From an optimization exercise on the open Yosys and OpenROAD flow, aimed at small area and few clock cycles; shortcuts taken in it are not production practice. The RTL was checked by simulation tests, not by an equivalence proof against the original design. Power figures rest on the tool's default switching activity, not on a simulated workload.

**flow/config.mk**
```make
export PLATFORM = sky130hd
export DESIGN_NAME = rde
export DESIGN_NICKNAME = rde
export VERILOG_FILES = /design/flow/design.v
export SDC_FILE = /design/flow/constraint.sdc
export NUM_CORES = 4
export LEC_CHECK = 0
export CAP_MARGIN = 20
export CORE_MARGIN = 2
export CORE_UTILIZATION = 40
export SLEW_MARGIN = 20
```
**flow/constraint.sdc**
```tcl
create_clock -name core_clock -period 12.0 [get_ports {clk}]
set_input_delay 2.4000 -clock core_clock [delete_from_list [all_inputs] [get_ports {clk}]]
set_output_delay 2.4000 -clock core_clock [all_outputs]
set_load 0.01 [all_outputs]
```
**flow/design.v**
```verilog
module rde_fec (
    input  wire [2:0] sym,       
    input  wire [5:0] cw,        
    output wire [5:0] enc,       
    output wire [2:0] syn,       
    output reg  [1:0] cor_kind,  
    output reg  [5:0] cor_cw,    
    output reg  [2:0] cor_pos,   
    output wire [2:0] dec        
);
    assign enc[5] = sym[2] ^ sym[0];
    assign enc[4] = sym[2] ^ sym[1];
    assign enc[3] = sym[1] ^ sym[0];
    assign enc[2] = sym[2];
    assign enc[1] = sym[1];
    assign enc[0] = sym[0];
    assign syn[2] = cw[5] ^ cw[2] ^ cw[0];
    assign syn[1] = cw[4] ^ cw[2] ^ cw[1];
    assign syn[0] = cw[3] ^ cw[1] ^ cw[0];
    assign dec = cw[2:0];
    always @(*) begin
        cor_kind = 2'd1;
        cor_pos  = 3'd0;
        cor_cw   = cw;
        case (syn)
            3'b000: cor_kind = 2'd0;
            3'b100: cor_pos = 3'd5;
            3'b010: cor_pos = 3'd4;
            3'b001: cor_pos = 3'd3;
            3'b110: cor_pos = 3'd2;
            3'b011: cor_pos = 3'd1;
            3'b101: cor_pos = 3'd0;
            default: cor_kind = 2'd2;
        endcase
        if (cor_kind == 2'd1)
            cor_cw = cw ^ (6'd1 << cor_pos);
        else if (cor_kind == 2'd2)
            cor_cw = 6'd0;
    end
endmodule
module rde_frmclass #(
    parameter integer DATALEN = 16
) (
    input  wire [15:0] len,
    output wire        is_data,
    output wire        is_ack,
    output wire [15:0] data_frames,
    output wire [15:0] ack_frames
);
    localparam [16:0] SD = DATALEN + 1;
    wire [16:0] len17 = {1'b0, len};
    wire [16:0] rem_d = len17 % SD;
    wire [16:0] quo_d = len17 / SD;
    assign is_data     = (len != 16'd0) && (rem_d == 17'd0);
    assign is_ack      = (len != 16'd0) && (len[0] == 1'b0);
    assign data_frames = quo_d[15:0];
    assign ack_frames  = {1'b0, len[15:1]};
endmodule
module rde #(
    parameter integer MODE       = 3,       
    parameter integer W          = 16,      
    parameter integer LENM       = 24,      
    parameter integer BASE       = 1,       
    parameter integer D          = 8,       
    parameter integer M          = 24,      
    parameter integer DATALEN    = 16,      
    parameter integer TICK_MS    = 10,
    parameter integer ACKTIMEOUT = 50,
    parameter integer TXTIMEOUT  = 10,
    parameter integer P_DATA     = 8192,    
    parameter integer P_ACKOUT   = 8192,
    parameter integer P_ACKIN    = 8192
) (
    input  wire        clk,
    input  wire        rst,
    input  wire        cmd_valid,
    output wire        cmd_ready,
    input  wire [31:0] cmd_data,
    output wire        rsp_valid,
    input  wire        rsp_ready,
    output wire [31:0] rsp_data,
    output wire        ev_valid,
    input  wire        ev_ready,
    output wire [1:0]  ev_kind,
    output wire [7:0]  ev_seq,
    output wire [15:0] ev_unit,
    output wire        ev_drop,
    input  wire        loss_valid,
    output wire        loss_ready,
    input  wire [15:0] loss_u
);
    localparam [7:0] ST_OK        = 8'h00;
    localparam [7:0] ST_CORRECTED = 8'h01;
    localparam [7:0] ST_UNCORR    = 8'h02;
    localparam [7:0] ST_QFULL     = 8'h03;
    localparam [7:0] ST_QEMPTY    = 8'h04;
    localparam [7:0] ST_BUSY      = 8'h05;
    localparam [7:0] ST_CTRL_IGN  = 8'h06;
    localparam [7:0] ST_IDLE_IGN  = 8'h07;
    localparam [7:0] ST_ACK_DROP  = 8'h08;
    localparam [7:0] ST_ACK_BADMK = 8'h09;
    localparam [7:0] ST_ACK_NOMAT = 8'h0A;
    localparam [7:0] ST_ACK_DUP   = 8'h0B;
    localparam [7:0] ST_RX_OOO    = 8'h0C;
    localparam [7:0] ST_AMBIG     = 8'h0D;
    localparam [7:0] ST_CLS_NONE  = 8'h0E;
    localparam [7:0] ST_ILLEGAL   = 8'hFF;
    localparam [1:0] EV_DATA   = 2'd0;
    localparam [1:0] EV_ACK    = 2'd1;
    localparam [1:0] EV_ACCEPT = 2'd2;
    localparam [7:0] SEQ_LAST = BASE + LENM - 1;
    localparam [1:0] P_SEL_DATA   = 2'd0;
    localparam [1:0] P_SEL_ACKOUT = 2'd1;
    localparam [1:0] P_SEL_ACKIN  = 2'd2;
    localparam [15:0] ACK_LIMIT = ACKTIMEOUT / TICK_MS;
    localparam [15:0] TX_LIMIT  = TXTIMEOUT / TICK_MS;
    localparam [3:0] S_IDLE  = 4'd0;    
    localparam [3:0] S_EXEC  = 4'd1;    
    localparam [3:0] S_FILL  = 4'd2;    
    localparam [3:0] S_RETX  = 4'd3;    
    localparam [3:0] S_TXNEW = 4'd4;    
    localparam [3:0] S_DRAW  = 4'd5;    
    localparam [3:0] S_EV    = 4'd6;    
    localparam [3:0] S_RXENQ = 4'd7;    
    localparam [3:0] S_RXACK = 4'd8;    
    localparam [3:0] S_EOM   = 4'd9;    
    localparam [3:0] S_ACKIN = 4'd10;   
    localparam [3:0] S_SLIDE = 4'd11;   
    localparam [3:0] S_DONE  = 4'd12;   
    localparam [3:0] S_RESP  = 4'd13;   
    localparam [1:0] ACT_NONE   = 2'd0;
    localparam [1:0] ACT_NEWDAT = 2'd1;   
    localparam [1:0] ACT_RETX   = 2'd2;   
    localparam [1:0] ACT_ACKOUT = 2'd3;   
    reg        fsm;
    reg [7:0]  next_seq;
    reg [15:0] sent_count;
    reg [7:0]  rx_exp;
    reg [15:0] ack_timer;
    reg [15:0] tx_timer;
    reg [4:0]  err;
    reg [7:0]  txq_slot [0:W-1];
    reg [7:0]  txq_front, txq_rear, txq_size;
    reg [W-1:0] ackbit;
    reg [7:0]  rxq_slot [0:D-1];
    reg [7:0]  rxq_front, rxq_rear, rxq_size;
    reg [3:0]  state;
    reg [31:0] cmd_r;
    reg [7:0]  st_r;        
    reg [23:0] dat_r;       
    reg        arq_r;       
    reg [7:0]  nev;         
    reg [7:0]  j_r;         
    reg        txfire_r;    
    reg        draw_only;   
    reg        drop_in;     
    reg [1:0]  p_sel;       
    reg [1:0]  act_r;
    reg [3:0]  ret_r;
    reg [1:0]  ev_kind_r;
    reg [7:0]  ev_seq_r;
    reg [15:0] ev_unit_r;
    reg        ev_drop_r;
    assign cmd_ready  = (state == S_IDLE) && !rst;
    assign rsp_valid  = (state == S_RESP) && !rst;
    assign ev_valid   = (state == S_EV) && !rst;
    assign loss_ready = (state == S_DRAW) && !rst;
    assign ev_kind    = ev_kind_r;
    assign ev_seq     = ev_seq_r;
    assign ev_unit    = ev_unit_r;
    assign ev_drop    = ev_drop_r;
    assign rsp_data   = arq_r ? {st_r, 7'd0, fsm, txq_size, nev} : {st_r, dat_r};
    wire [7:0]  opc = cmd_r[31:24];
    wire [7:0]  sel = cmd_r[23:16];
    wire [15:0] opd = cmd_r[15:0];
    wire        qsel = sel[0];
    reg legal;
    always @(*) begin
        case (opc)
            8'h00: legal = (sel == 8'd0) && (opd == 16'd0);
            8'h10: legal = (sel == 8'd0) && (opd[15:3] == 13'd0);
            8'h11, 8'h12, 8'h13:
                   legal = (sel == 8'd0) && (opd[15:6] == 10'd0);
            8'h20: legal = (sel[7:1] == 7'd0) && (opd[15:8] == 8'd0);
            8'h21, 8'h22, 8'h23, 8'h24, 8'h25:
                   legal = (sel[7:1] == 7'd0) && (opd == 16'd0);
            8'h30, 8'h40, 8'h42:
                   legal = (sel == 8'd0);
            8'h41: legal = (sel == 8'd0) && (opd[15:8] == 8'd0);
            8'h43, 8'h44, 8'h45:
                   legal = (sel == 8'd0) && (opd == 16'd0);
            8'h50: legal = (sel <= 8'h11) && (opd == 16'd0);
            8'h51: legal = (sel == 8'd0) && (opd[15:5] == 11'd0);
            default: legal = 1'b0;
        endcase
    end
    wire [5:0] fec_enc;
    wire [2:0] fec_syn;
    wire [1:0] fec_kind;
    wire [5:0] fec_cw;
    wire [2:0] fec_pos;
    wire [2:0] fec_dec;
    rde_fec u_fec (
        .sym(opd[2:0]), .cw(opd[5:0]),
        .enc(fec_enc), .syn(fec_syn),
        .cor_kind(fec_kind), .cor_cw(fec_cw), .cor_pos(fec_pos),
        .dec(fec_dec)
    );
    wire        cls_data, cls_ack;
    wire [15:0] cls_dn, cls_an;
    rde_frmclass #(.DATALEN(DATALEN)) u_cls (
        .len(opd), .is_data(cls_data), .is_ack(cls_ack),
        .data_frames(cls_dn), .ack_frames(cls_an)
    );
    wire [7:0] next_seq_inc = (next_seq == SEQ_LAST) ? BASE[7:0] : next_seq + 8'd1;
    wire [7:0] rx_exp_inc   = (rx_exp == SEQ_LAST) ? BASE[7:0] : rx_exp + 8'd1;
    wire [7:0] txq_front_inc = (txq_front == W - 1) ? 8'd0 : txq_front + 8'd1;
    wire [7:0] txq_rear_inc  = (txq_rear == W - 1) ? 8'd0 : txq_rear + 8'd1;
    wire [7:0] rxq_front_inc = (rxq_front == D - 1) ? 8'd0 : rxq_front + 8'd1;
    wire [7:0] rxq_rear_inc  = (rxq_rear == D - 1) ? 8'd0 : rxq_rear + 8'd1;
    wire txq_full  = (txq_size == W);
    wire txq_empty = (txq_size == 8'd0);
    wire rxq_full  = (rxq_size == D);
    wire rxq_empty = (rxq_size == 8'd0);
    wire [8:0] retx_sum = txq_front + j_r;
    wire [7:0] retx_idx = (retx_sum >= W) ? retx_sum - W : retx_sum[7:0];
    wire [15:0] unit_base = sent_count - {8'd0, txq_size};
    wire [7:0] ack_seq = opd[15:8];
    reg        qf_found;
    reg [7:0]  qf_off;
    reg [7:0]  qf_idx;
    integer    k;
    reg [7:0]  qf_k;
    reg [8:0]  qf_sum;
    always @(*) begin
        qf_found = 1'b0;
        qf_off   = 8'd0;
        qf_idx   = 8'd0;
        for (k = W - 1; k >= 0; k = k - 1) begin
            qf_k   = k;
            qf_sum = txq_front + qf_k;
            if (qf_sum >= W) qf_sum = qf_sum - W;
            if (qf_k < txq_size && txq_slot[qf_sum[7:0]] == ack_seq) begin
                qf_found = 1'b1;
                qf_off   = qf_k;
                qf_idx   = qf_sum[7:0];
            end
        end
    end
    wire [8:0] gbn_sum   = txq_front + qf_off + 9'd1;
    wire [7:0] gbn_front = (gbn_sum >= W) ? gbn_sum - W : gbn_sum[7:0];
    wire [15:0] ack_t_next = ack_timer + {15'd0, !txq_empty};
    wire [15:0] tx_t_next  = tx_timer + 16'd1;
    wire        ack_fires  = !txq_empty && (ack_t_next > ACK_LIMIT);
    wire        tx_fires   = (tx_t_next > TX_LIMIT);
    reg  [16:0] p_thr;
    always @(*) begin
        case (p_sel)
            P_SEL_DATA:   p_thr = P_DATA;
            P_SEL_ACKOUT: p_thr = P_ACKOUT;
            default:      p_thr = P_ACKIN;
        endcase
    end
    wire        draw_drops = ({1'b0, loss_u} < p_thr);
    wire can_send = (txq_size < W) && (sent_count < M);
    reg [23:0] regval;
    always @(*) begin
        regval = 24'd0;
        case (sel)
            8'h00: regval = {20'd0, MODE[1:0], (sent_count == M), fsm};
            8'h01: regval = {19'd0, err};
            8'h02: regval = {16'd0, next_seq};
            8'h03: regval = {8'd0, sent_count};
            8'h04: regval = {16'd0, rx_exp};
            8'h05: regval = {8'd0, ack_timer};
            8'h06: regval = {8'd0, tx_timer};
            8'h07: regval = {16'd0, txq_size};
            8'h08: regval = {16'd0, txq_front};
            8'h09: regval = {16'd0, txq_rear};
            8'h0A: regval = {{(24 - W){1'b0}}, ackbit};
            8'h0B: regval = {16'd0, rxq_size};
            8'h0C: regval = {16'd0, rxq_front};
            8'h0D: regval = {16'd0, rxq_rear};
            8'h0E: regval = {7'd0, BASE[0], LENM[7:0], W[7:0]};
            8'h0F: regval = {16'd0, D[7:0]};
            8'h10: regval = {8'd0, M[15:0]};
            8'h11: regval = {8'd0, DATALEN[15:0]};
            default: regval = 24'd0;
        endcase
    end
    always @(posedge clk) begin
        if (rst) begin
            state      <= S_IDLE;
            fsm        <= 1'b0;
            next_seq   <= BASE[7:0];
            sent_count <= 16'd0;
            rx_exp     <= BASE[7:0];
            ack_timer  <= 16'd0;
            tx_timer   <= 16'd0;
            err        <= 5'd0;
            txq_front  <= 8'd0;
            txq_rear   <= W - 1;
            txq_size   <= 8'd0;
            ackbit     <= {W{1'b0}};
            rxq_front  <= 8'd0;
            rxq_rear   <= D - 1;
            rxq_size   <= 8'd0;
            st_r       <= 8'd0;
            dat_r      <= 24'd0;
            arq_r      <= 1'b0;
            nev        <= 8'd0;
            j_r        <= 8'd0;
            txfire_r   <= 1'b0;
            draw_only  <= 1'b0;
            drop_in    <= 1'b0;
            p_sel      <= P_SEL_DATA;
            act_r      <= ACT_NONE;
            ret_r      <= S_IDLE;
        end else begin
            case (state)
            S_IDLE: begin
                if (cmd_valid) begin
                    cmd_r <= cmd_data;
                    st_r  <= ST_OK;
                    dat_r <= 24'd0;
                    arq_r <= 1'b0;
                    nev   <= 8'd0;
                    state <= S_EXEC;
                end
            end
            S_EXEC: begin
                state <= S_RESP;
                if (!legal) begin
                    err[4] <= 1'b1;
                    st_r   <= ST_ILLEGAL;
                end else begin
                    case (opc)
                    8'h00: ;   
                    8'h10: dat_r <= {18'd0, fec_enc};
                    8'h11: dat_r <= {21'd0, fec_syn};
                    8'h12: begin
                        dat_r <= {5'd0, (fec_kind == 2'd1) ? fec_pos : 3'd0,
                                  5'd0, fec_syn, 2'd0, fec_cw};
                        if (fec_kind == 2'd1) st_r <= ST_CORRECTED;
                        if (fec_kind == 2'd2) begin
                            st_r   <= ST_UNCORR;
                            err[0] <= 1'b1;
                        end
                    end
                    8'h13: dat_r <= {21'd0, fec_dec};
                    8'h20: begin
                        if (fsm) st_r <= ST_BUSY;
                        else if (!qsel) begin
                            if (txq_full) begin
                                st_r   <= ST_QFULL;
                                dat_r  <= W;
                                err[1] <= 1'b1;
                            end else begin
                                txq_rear  <= txq_rear_inc;
                                txq_slot[txq_rear_inc] <= opd[7:0];
                                ackbit[txq_rear_inc] <= 1'b0;
                                txq_size  <= txq_size + 8'd1;
                                dat_r     <= {16'd0, txq_size + 8'd1};
                            end
                        end else begin
                            if (rxq_full) begin
                                st_r   <= ST_QFULL;
                                dat_r  <= D;
                                err[1] <= 1'b1;
                            end else begin
                                rxq_rear  <= rxq_rear_inc;
                                rxq_slot[rxq_rear_inc] <= opd[7:0];
                                rxq_size  <= rxq_size + 8'd1;
                                dat_r     <= {16'd0, rxq_size + 8'd1};
                            end
                        end
                    end
                    8'h21: begin
                        if (fsm) st_r <= ST_BUSY;
                        else if (!qsel) begin
                            if (txq_empty) begin
                                st_r   <= ST_QEMPTY;
                                err[2] <= 1'b1;
                            end else begin
                                ackbit[txq_front] <= 1'b0;
                                txq_front <= txq_front_inc;
                                txq_size  <= txq_size - 8'd1;
                                dat_r     <= {16'd0, txq_size - 8'd1};
                            end
                        end else begin
                            if (rxq_empty) begin
                                st_r   <= ST_QEMPTY;
                                err[2] <= 1'b1;
                            end else begin
                                rxq_front <= rxq_front_inc;
                                rxq_size  <= rxq_size - 8'd1;
                                dat_r     <= {16'd0, rxq_size - 8'd1};
                            end
                        end
                    end
                    8'h22, 8'h23: begin
                        if (!qsel ? txq_empty : rxq_empty) begin
                            st_r   <= ST_QEMPTY;
                            err[2] <= 1'b1;
                        end else if (!qsel)
                            dat_r <= {16'd0, txq_slot[opc[0] ? txq_rear : txq_front]};
                        else
                            dat_r <= {16'd0, rxq_slot[opc[0] ? rxq_rear : rxq_front]};
                    end
                    8'h24: begin
                        if (fsm) st_r <= ST_BUSY;
                        else if (!qsel) begin
                            txq_front <= 8'd0;
                            txq_rear  <= W - 1;
                            txq_size  <= 8'd0;
                            ackbit    <= {W{1'b0}};
                        end else begin
                            rxq_front <= 8'd0;
                            rxq_rear  <= D - 1;
                            rxq_size  <= 8'd0;
                        end
                    end
                    8'h25: dat_r <= {16'd0, qsel ? rxq_size : txq_size};
                    8'h30: begin
                        if (cls_data && cls_ack) begin
                            st_r   <= ST_AMBIG;
                            err[3] <= 1'b1;
                        end else if (cls_data)
                            dat_r <= {6'd0, 2'b01, cls_dn};
                        else if (cls_ack)
                            dat_r <= {6'd0, 2'b10, cls_an};
                        else
                            st_r <= ST_CLS_NONE;
                    end
                    8'h40: begin
                        arq_r <= 1'b1;
                        if (opd == 16'h0247) begin
                            txq_front  <= 8'd0;
                            txq_rear   <= W - 1;
                            txq_size   <= 8'd0;
                            ackbit     <= {W{1'b0}};
                            rxq_front  <= 8'd0;
                            rxq_rear   <= D - 1;
                            rxq_size   <= 8'd0;
                            ack_timer  <= 16'd0;
                            tx_timer   <= 16'd0;
                            next_seq   <= BASE[7:0];
                            sent_count <= 16'd0;
                            rx_exp     <= BASE[7:0];
                            fsm        <= 1'b1;
                            state      <= S_FILL;
                        end else
                            st_r <= ST_CTRL_IGN;
                    end
                    8'h41: begin
                        arq_r <= 1'b1;
                        if (opd[7:0] != rx_exp)
                            st_r <= ST_RX_OOO;
                        else begin
                            ev_kind_r <= EV_ACCEPT;
                            ev_seq_r  <= opd[7:0];
                            ev_unit_r <= 16'd0;
                            ev_drop_r <= 1'b0;
                            act_r     <= ACT_NONE;
                            ret_r     <= S_RXENQ;
                            state     <= S_EV;
                        end
                    end
                    8'h42: begin
                        arq_r <= 1'b1;
                        if (!fsm)
                            st_r <= ST_IDLE_IGN;
                        else begin
                            draw_only <= 1'b1;
                            p_sel     <= P_SEL_ACKIN;
                            ret_r     <= S_ACKIN;
                            state     <= S_DRAW;
                        end
                    end
                    8'h43: begin
                        arq_r <= 1'b1;
                        if (!fsm)
                            st_r <= ST_IDLE_IGN;
                        else begin
                            ack_timer <= ack_fires ? 16'd0 : ack_t_next;
                            tx_timer  <= tx_fires ? 16'd0 : tx_t_next;
                            txfire_r  <= tx_fires;
                            j_r       <= 8'd0;
                            state     <= ack_fires ? S_RETX : S_TXNEW;
                        end
                    end
                    8'h44: begin
                        arq_r <= 1'b1;
                        state <= S_EOM;
                    end
                    8'h45: begin
                        arq_r      <= 1'b1;
                        txq_front  <= 8'd0;
                        txq_rear   <= W - 1;
                        txq_size   <= 8'd0;
                        ackbit     <= {W{1'b0}};
                        rxq_front  <= 8'd0;
                        rxq_rear   <= D - 1;
                        rxq_size   <= 8'd0;
                        ack_timer  <= 16'd0;
                        tx_timer   <= 16'd0;
                        next_seq   <= BASE[7:0];
                        sent_count <= 16'd0;
                        rx_exp     <= BASE[7:0];
                        fsm        <= 1'b0;
                    end
                    8'h50: dat_r <= regval;
                    8'h51: begin
                        err   <= err & ~opd[4:0];
                        dat_r <= {19'd0, err & ~opd[4:0]};
                    end
                    default: ;
                    endcase
                end
            end
            S_FILL: begin
                if (can_send) begin
                    ev_kind_r <= EV_DATA;
                    ev_seq_r  <= next_seq;
                    ev_unit_r <= sent_count;
                    draw_only <= 1'b0;
                    p_sel     <= P_SEL_DATA;
                    act_r     <= ACT_NEWDAT;
                    ret_r     <= S_FILL;
                    state     <= S_DRAW;
                end else
                    state <= S_DONE;
            end
            S_RETX: begin
                if (j_r < txq_size) begin
                    if (MODE < 2 || !ackbit[retx_idx]) begin
                        ev_kind_r <= EV_DATA;
                        ev_seq_r  <= txq_slot[retx_idx];
                        ev_unit_r <= unit_base + {8'd0, j_r};
                        draw_only <= 1'b0;
                        p_sel     <= P_SEL_DATA;
                        act_r     <= ACT_RETX;
                        ret_r     <= S_RETX;
                        state     <= S_DRAW;
                    end else
                        j_r <= j_r + 8'd1;
                end else
                    state <= S_TXNEW;
            end
            S_TXNEW: begin
                if (txfire_r && can_send) begin
                    ev_kind_r <= EV_DATA;
                    ev_seq_r  <= next_seq;
                    ev_unit_r <= sent_count;
                    draw_only <= 1'b0;
                    p_sel     <= P_SEL_DATA;
                    act_r     <= ACT_NEWDAT;
                    ret_r     <= S_RESP;
                    state     <= S_DRAW;
                end else
                    state <= S_RESP;
            end
            S_DRAW: begin
                if (loss_valid) begin
                    if (draw_only) begin
                        drop_in <= draw_drops;
                        state   <= ret_r;
                    end else begin
                        ev_drop_r <= draw_drops;
                        state     <= S_EV;
                    end
                end
            end
            S_EV: begin
                if (ev_ready) begin
                    nev   <= nev + 8'd1;
                    state <= ret_r;
                    case (act_r)
                    ACT_NEWDAT: begin
                        txq_rear   <= txq_rear_inc;
                        txq_slot[txq_rear_inc] <= ev_seq_r;
                        ackbit[txq_rear_inc] <= 1'b0;
                        txq_size   <= txq_size + 8'd1;
                        next_seq   <= next_seq_inc;
                        sent_count <= sent_count + 16'd1;
                    end
                    ACT_RETX: j_r <= j_r + 8'd1;
                    ACT_ACKOUT: begin
                        rxq_front <= rxq_front_inc;
                        rxq_size  <= rxq_size - 8'd1;
                    end
                    default: ;
                    endcase
                end
            end
            S_RXENQ: begin
                rx_exp <= rx_exp_inc;
                if (rxq_full) begin
                    st_r   <= ST_QFULL;
                    err[1] <= 1'b1;
                end else begin
                    rxq_rear <= rxq_rear_inc;
                    rxq_slot[rxq_rear_inc] <= cmd_r[7:0];
                    rxq_size <= rxq_size + 8'd1;
                end
                state <= S_RXACK;
            end
            S_RXACK: begin
                if (rxq_size >= D) begin
                    ev_kind_r <= EV_ACK;
                    ev_seq_r  <= rxq_slot[rxq_front];
                    ev_unit_r <= 16'd0;
                    draw_only <= 1'b0;
                    p_sel     <= P_SEL_ACKOUT;
                    act_r     <= ACT_ACKOUT;
                    ret_r     <= S_RESP;
                    state     <= S_DRAW;
                end else
                    state <= S_RESP;
            end
            S_EOM: begin
                if (!rxq_empty) begin
                    ev_kind_r <= EV_ACK;
                    ev_seq_r  <= rxq_slot[rxq_front];
                    ev_unit_r <= 16'd0;
                    draw_only <= 1'b0;
                    p_sel     <= P_SEL_ACKOUT;
                    act_r     <= ACT_ACKOUT;
                    ret_r     <= S_EOM;
                    state     <= S_DRAW;
                end else
                    state <= S_RESP;
            end
            S_ACKIN: begin
                state <= S_RESP;
                if (drop_in)
                    st_r <= ST_ACK_DROP;
                else if (opd[7:0] != 8'h06)
                    st_r <= ST_ACK_BADMK;
                else if (MODE == 0) begin
                    if (!txq_empty && txq_slot[txq_front] == ack_seq) begin
                        ackbit[txq_front] <= 1'b0;
                        txq_front <= txq_front_inc;
                        txq_size  <= txq_size - 8'd1;
                        ack_timer <= 16'd0;
                        state     <= S_DONE;
                    end else
                        st_r <= ST_ACK_NOMAT;
                end else if (MODE == 1) begin
                    if (qf_found) begin
                        txq_front <= gbn_front;
                        txq_size  <= txq_size - qf_off - 8'd1;
                        ack_timer <= 16'd0;
                        state     <= S_DONE;
                    end else
                        st_r <= ST_ACK_NOMAT;
                end else begin
                    if (!qf_found)
                        st_r <= ST_ACK_NOMAT;
                    else if (ackbit[qf_idx])
                        st_r <= ST_ACK_DUP;
                    else begin
                        ackbit[qf_idx] <= 1'b1;
                        state <= S_SLIDE;
                    end
                end
            end
            S_SLIDE: begin
                if (!txq_empty && ackbit[txq_front]) begin
                    ackbit[txq_front] <= 1'b0;
                    txq_front <= txq_front_inc;
                    txq_size  <= txq_size - 8'd1;
                end else begin
                    ack_timer <= 16'd0;
                    state     <= S_DONE;
                end
            end
            S_DONE: begin
                if (fsm && sent_count == M && txq_empty) begin
                    fsm       <= 1'b0;
                    ack_timer <= 16'd0;
                    tx_timer  <= 16'd0;
                end
                state <= S_RESP;
            end
            S_RESP: begin
                if (rsp_ready)
                    state <= S_IDLE;
            end
            default: state <= S_IDLE;
            endcase
        end
    end
endmodule
```
**flow/run.sh**
```bash
#!/bin/bash
# synth_recipe.tcl (not shown) runs the flow's synth.tcl, then flattens the netlist and writes it again
# the make line also repeats each setting of config.mk as NAME=value (left out here)
make -C /OpenROAD-flow-scripts/flow DESIGN_CONFIG=/design/flow/config.mk WORK_HOME=/design/flow/orfs CLKGATE_MAP_FILE= SYNTH_SCRIPT=/design/flow/synth_recipe.tcl finish
```
==> notes.md <==
layer usage:
| layer | wire [um] | vias up |
|---|---|---|
| met5 | 38 | - |
| met4 | 8394 | 6 |
| met3 | 20150 | 359 |
| met2 | 71640 | 2381 |
| met1 | 70720 | 19460 |
| li1 | - | 17350 |
synthesized netlist by cell type, types with 14 or more instances:
cell type and number:
sky130_fd_sc_hd__nor2_1 422, sky130_fd_sc_hd__nand2_1 379, sky130_fd_sc_hd__mux4_2 314, sky130_fd_sc_hd__o21ai_0 282, sky130_fd_sc_hd__a21oi_1 277, sky130_fd_sc_hd__xnor2_1 267
sky130_fd_sc_hd__edfxtp_1 251, sky130_fd_sc_hd__clkbuf_1 234, sky130_fd_sc_hd__dfxtp_1 194, sky130_fd_sc_hd__mux2i_1 160, sky130_fd_sc_hd__nand3_1 154, sky130_fd_sc_hd__inv_1 127
sky130_fd_sc_hd__nor3_1 123, sky130_fd_sc_hd__ha_1 122, sky130_fd_sc_hd__xor2_1 79, sky130_fd_sc_hd__nand4_1 70, sky130_fd_sc_hd__a211oi_1 68, sky130_fd_sc_hd__nor2b_1 60
sky130_fd_sc_hd__buf_1 55, sky130_fd_sc_hd__a31oi_1 53, sky130_fd_sc_hd__and2_1 53, sky130_fd_sc_hd__and3_1 47, sky130_fd_sc_hd__mux2_2 45, sky130_fd_sc_hd__nor4_1 42
sky130_fd_sc_hd__o211ai_1 42, sky130_fd_sc_hd__or3_1 38, sky130_fd_sc_hd__a22oi_1 34, sky130_fd_sc_hd__nand2b_1 34, sky130_fd_sc_hd__o221ai_1 27, sky130_fd_sc_hd__o22ai_1 26
sky130_fd_sc_hd__a21o_1 22, sky130_fd_sc_hd__a221oi_1 22, sky130_fd_sc_hd__buf_2 22, sky130_fd_sc_hd__nand3b_1 22, sky130_fd_sc_hd__a222oi_1 20, sky130_fd_sc_hd__o31ai_1 16
sky130_fd_sc_hd__nor3b_1 15, sky130_fd_sc_hd__or2_2 15, sky130_fd_sc_hd__a21boi_0 14, sky130_fd_sc_hd__a311oi_1 14, sky130_fd_sc_hd__o21a_1 14
report_power, final:
group          switching, W  leakage, nW  internal, W
combinational       0.00304         10.8      0.00204
clock              0.000752        0.901      0.00103
sequential         0.000168         3.84      0.00175
registers in the layout, indices dropped and copies added (netlist names), 16 cells and up, named ones only:
name / flops
txq_slot: 128
rxq_slot: 64
cmd_r: 32
dat_r: 19
ack_timer: 16
ackbit: 16
ev_unit_r: 16
sent_count: 16
tx_timer: 16
kinds of logic after synthesis:
logic type / synth area share [%]
and+or+nand+nor: 17.52
AOI/OAI and AO/OA: 17.95
muxes: 21.84
buffers and inverters: 4.200
DFF: 27.17
xor gates and xnor gates: 7.209
adders and majority gates: 4.107
other: 0.008921
cells in the final DEF, fill, tap and decap left out, types with 54 or more instances in the layout:
cell / n
sky130_fd_sc_hd__nor2_1: 405
sky130_fd_sc_hd__nand2_1: 379
sky130_fd_sc_hd__mux4_2: 314
sky130_fd_sc_hd__o21ai_0: 281
sky130_fd_sc_hd__a21oi_1: 277
sky130_fd_sc_hd__xnor2_1: 259
sky130_fd_sc_hd__edfxtp_1: 251
sky130_fd_sc_hd__dfxtp_1: 189
sky130_fd_sc_hd__nand3_1: 154
sky130_fd_sc_hd__mux2i_1: 154
sky130_fd_sc_hd__inv_1: 127
sky130_fd_sc_hd__buf_4: 126
sky130_fd_sc_hd__ha_1: 119
sky130_fd_sc_hd__nor3_1: 117
sky130_fd_sc_hd__clkdlybuf4s50_1: 97
sky130_fd_sc_hd__xor2_1: 77
sky130_fd_sc_hd__nand4_1: 70
sky130_fd_sc_hd__a211oi_1: 68
sky130_fd_sc_hd__nor2b_1: 60
sky130_fd_sc_hd__clkbuf_16: 54
final timing paths:
kind / cells past startpoint / startpoint / endpoint
min: 2 / ret_r[1] / ret_r[1]
max: 31 / cmd_r[0] / st_r[1]
min reg2reg: 2 / ret_r[1] / ret_r[1]
max reg2reg: 31 / cmd_r[0] / st_r[1]
worst reg2reg max path: cells and delay by family (launching register included):
kind / cells / cell delay [ps]
AOI/OAI and AO/OA: 15 / 4360
adders and majority gates: 2 / 540
buffers and inverters: 3 / 780
DFF: 1 / 370
muxes: 1 / 290
and+or+nand+nor: 10 / 3740
final cells by class:
type | count | share of cell area, %
Timing Repair Buffer | 224 | 4.152
Tap cell | 1380 | 3.701
Multi-Input combinational cell | 3655 | 62.48
Inverter | 137 | 1.102
Antenna cell | 2 | 0.01073
Sequential cell | 445 | 24.51
Clock inverter | 38 | 1.070
Clock buffer | 64 | 2.977
through the flow:
step | util [%] | power, W | hold slack (ps) | cell area [sq um] | instances
floorplan | - | 0.005470 | 432.0 | 42050 | 4555
global placement | 43.05 | 0.006883 | 441.6 | 44750 | 5841
detailed placement | 43.05 | 0.006908 | 451.3 | 44750 | 5841
CTS | 44.87 | 0.008708 | 462.0 | 46640 | 5943
global route | 44.88 | 0.009191 | 503.0 | 46640 | 5943
finish | 44.88 | 0.008784 | 474.0 | 46650 | 5945
==> qor.log <==
qor: clocking.number_of_buffers_created_by_cts 54
qor: global_routing.gr-usage-met1 43.93%
qor: global_routing.first_global_vias 36480
qor: place.buffer_ports.inserted 98
qor: clocking.clock-root-buffer sky130_fd_sc_hd__clkbuf_16
qor: route.drt_iter0_markers 5614
qor: setup_path.data_arrival_at_the_endpoint_of_the_critical_path 10770 ps
qor: synth.post_synth.cell_area_avg 9.237 sq um
qor: synth.top_flip_flop_cell_by_instance_count_after_synthesis sky130_fd_sc_hd__edfxtp_1
qor: cells_and_area.areaGrowthSynthToFinish 10.97%
qor: clocking.clock_path_buffers 3
qor: power.power_density 188.3 nW/um^2
qor: global_routing.gr-max-usage-layer met2
qor: clocking.post_cts.resized_instances 0
qor: cells_and_area.final_layout_size_suffix_gt1_share 15.19%
qor: timing.finalWorstSetupSlack 1804 ps
qor: timing.timing.final.max_slew_violations 0
qor: setup_path.r2r_setup_slack 1800 ps
qor: min_path.hold_path.class flop to flop
qor: synth.synth-edff-count 251
qor: timing.rsz0062_at_grt false
qor: global_routing.gr-usage-all-layers 31.07%
qor: synth.synth_area 42040 sq um
qor: route.firstDrtPassIters 8
qor: route.drt-vias-per-instance 6.653
qor: timing.max_slew.worst_pin.slew 1192 ps
qor: status.status finished clean
qor: route.wl_per_cell 28.75 um
qor: route.number_of_design_rule_violations_left_after_detail_routing 0
qor: setup_path.worst_path_largest_cell_delay 950 ps
qor: timing.slew_headroom 20.48%
qor: place.place_worst_setup_slack 2135 ps
qor: global_routing.global_route.usage.met2 45.12%
qor: clocking.clock_insertion_delay_worst_skew 720 ps
qor: synth.synth_warnings 2
qor: setup_path.worstPathRequired 12580 ps
qor: power.total_leakage_power 15.52 nW
qor: global_routing.grt_use_met3 7.639%
qor: floorplanning.top_level_ports 117
qor: floorplanning.floorplan.core_area 103900 sq um
qor: setup_path.timing.critical_path.max_delay_family compound AO/OA/AOI/OAI gates
qor: synth.post_synth_num_cell_types 110
qor: floorplanning.rows 118
qor: route.detailroute.via_count 39550
qor: power.vdd.ir_drop.worst 0.1494 mV
qor: cells_and_area.fillerInstances 10060
qor: synth.ys_seq_elements 445
qor: global_routing.grt_remaining_overflow 0
qor: route.antenna_left 0
qor: global_routing.grt_pass1_wl 249600 um
qor: place.gp_congestion 1.039
qor: setup_path.critical_path_class flop to flop
qor: synth.syn_inst 4551
qor: cells_and_area.seqCellArea 11430 sq um
qor: timing.setup_violations 0
qor: clocking.postCtsSetupRepairBufs 0
qor: synth.asyncSetResetFlopFracSynth 0%
qor: floorplanning.starting_utilization_of_the_core_area 40.44%
qor: clocking.worst_setup_hold_path_clk_slew 60 ps
qor: clocking.cts_sinks 445
qor: route.route.final.wire_length 170900 um
qor: synth.synth.top_cell.area_share 17.93%
qor: clocking.ctsHoldBuffers 0
qor: cells_and_area.design.final.nets 4702
qor: timing.fin_crit 10200 ps
qor: floorplanning.die_width 328.2 um
qor: synth.synthDominantAreaCellType sky130_fd_sc_hd__edfxtp_1
qor: global_routing.initial_antenna_violation_count 4
qor: setup_path.timing.critical_path.buf_inv 3
qor: setup_path.worstSetupEndpointType flop
qor: clocking.cts_tree built
qor: timing.setup_tns 0 ps
qor: timing.finalHoldViolCount 0
qor: timing.timing.clock.skew 89.68 ps
qor: synth.ys_seq_area_share 27.17%
qor: timing.min_period_over_period 84.97%
qor: floorplanning.fp.dieH 328.2 um
qor: run.max_cap_violations 0
qor: timing.timing.fmax 0.09808 GHz
qor: clocking.h_tree_levels 2
qor: setup_path.critical_path_slowest_stage_cell sky130_fd_sc_hd__nor4bb_1
qor: synth.post_synth_main_area_contributors sky130_fd_sc_hd__edfxtp_1 18%, sky130_fd_sc_hd__mux4_2 17%, sky130_fd_sc_hd__dfxtp_1 9.2%
qor: cells_and_area.multi_input_logic_area 29150 sq um
qor: place.detailed_place_hpwl 126200 um
qor: setup_path.timing.critical_path.from_type flop
qor: setup_path.crit_path_max_fanout 21
qor: global_routing.grt_max_degree 57
qor: floorplanning.dieArea 107700 sq um
Testbench counts, summed over its fixed seeds: cycles 71,091.

afterwards: timing with drivers on the ports:
How much do the figures lean on ideal ports? The routed layout below was timed once more, with nothing changed but the port constraints. Step 1 assumes that a clkbuf_16 drives the clock port and a buf_2 every other input. Step 2 times the ports against the registers' clock, not the clock port: input delays grow and output delays shrink by t, the midpoint of the rising clock arrivals with the driver on. Three values: ideal ports, drivers, drivers and shift; two values: the first two.
shift t [ns]: 0.745
setup slack, ns: 1.804 / 1.804 / 1.804
hold slack, ns: 0.474 / 0.474 / 0.474
worst slew at a driven data input, ns: 0.05
After both steps this run still meets setup and hold. The setup slack of this run moves by 0.000 ns with the drivers and by 0.000 ns with both steps.
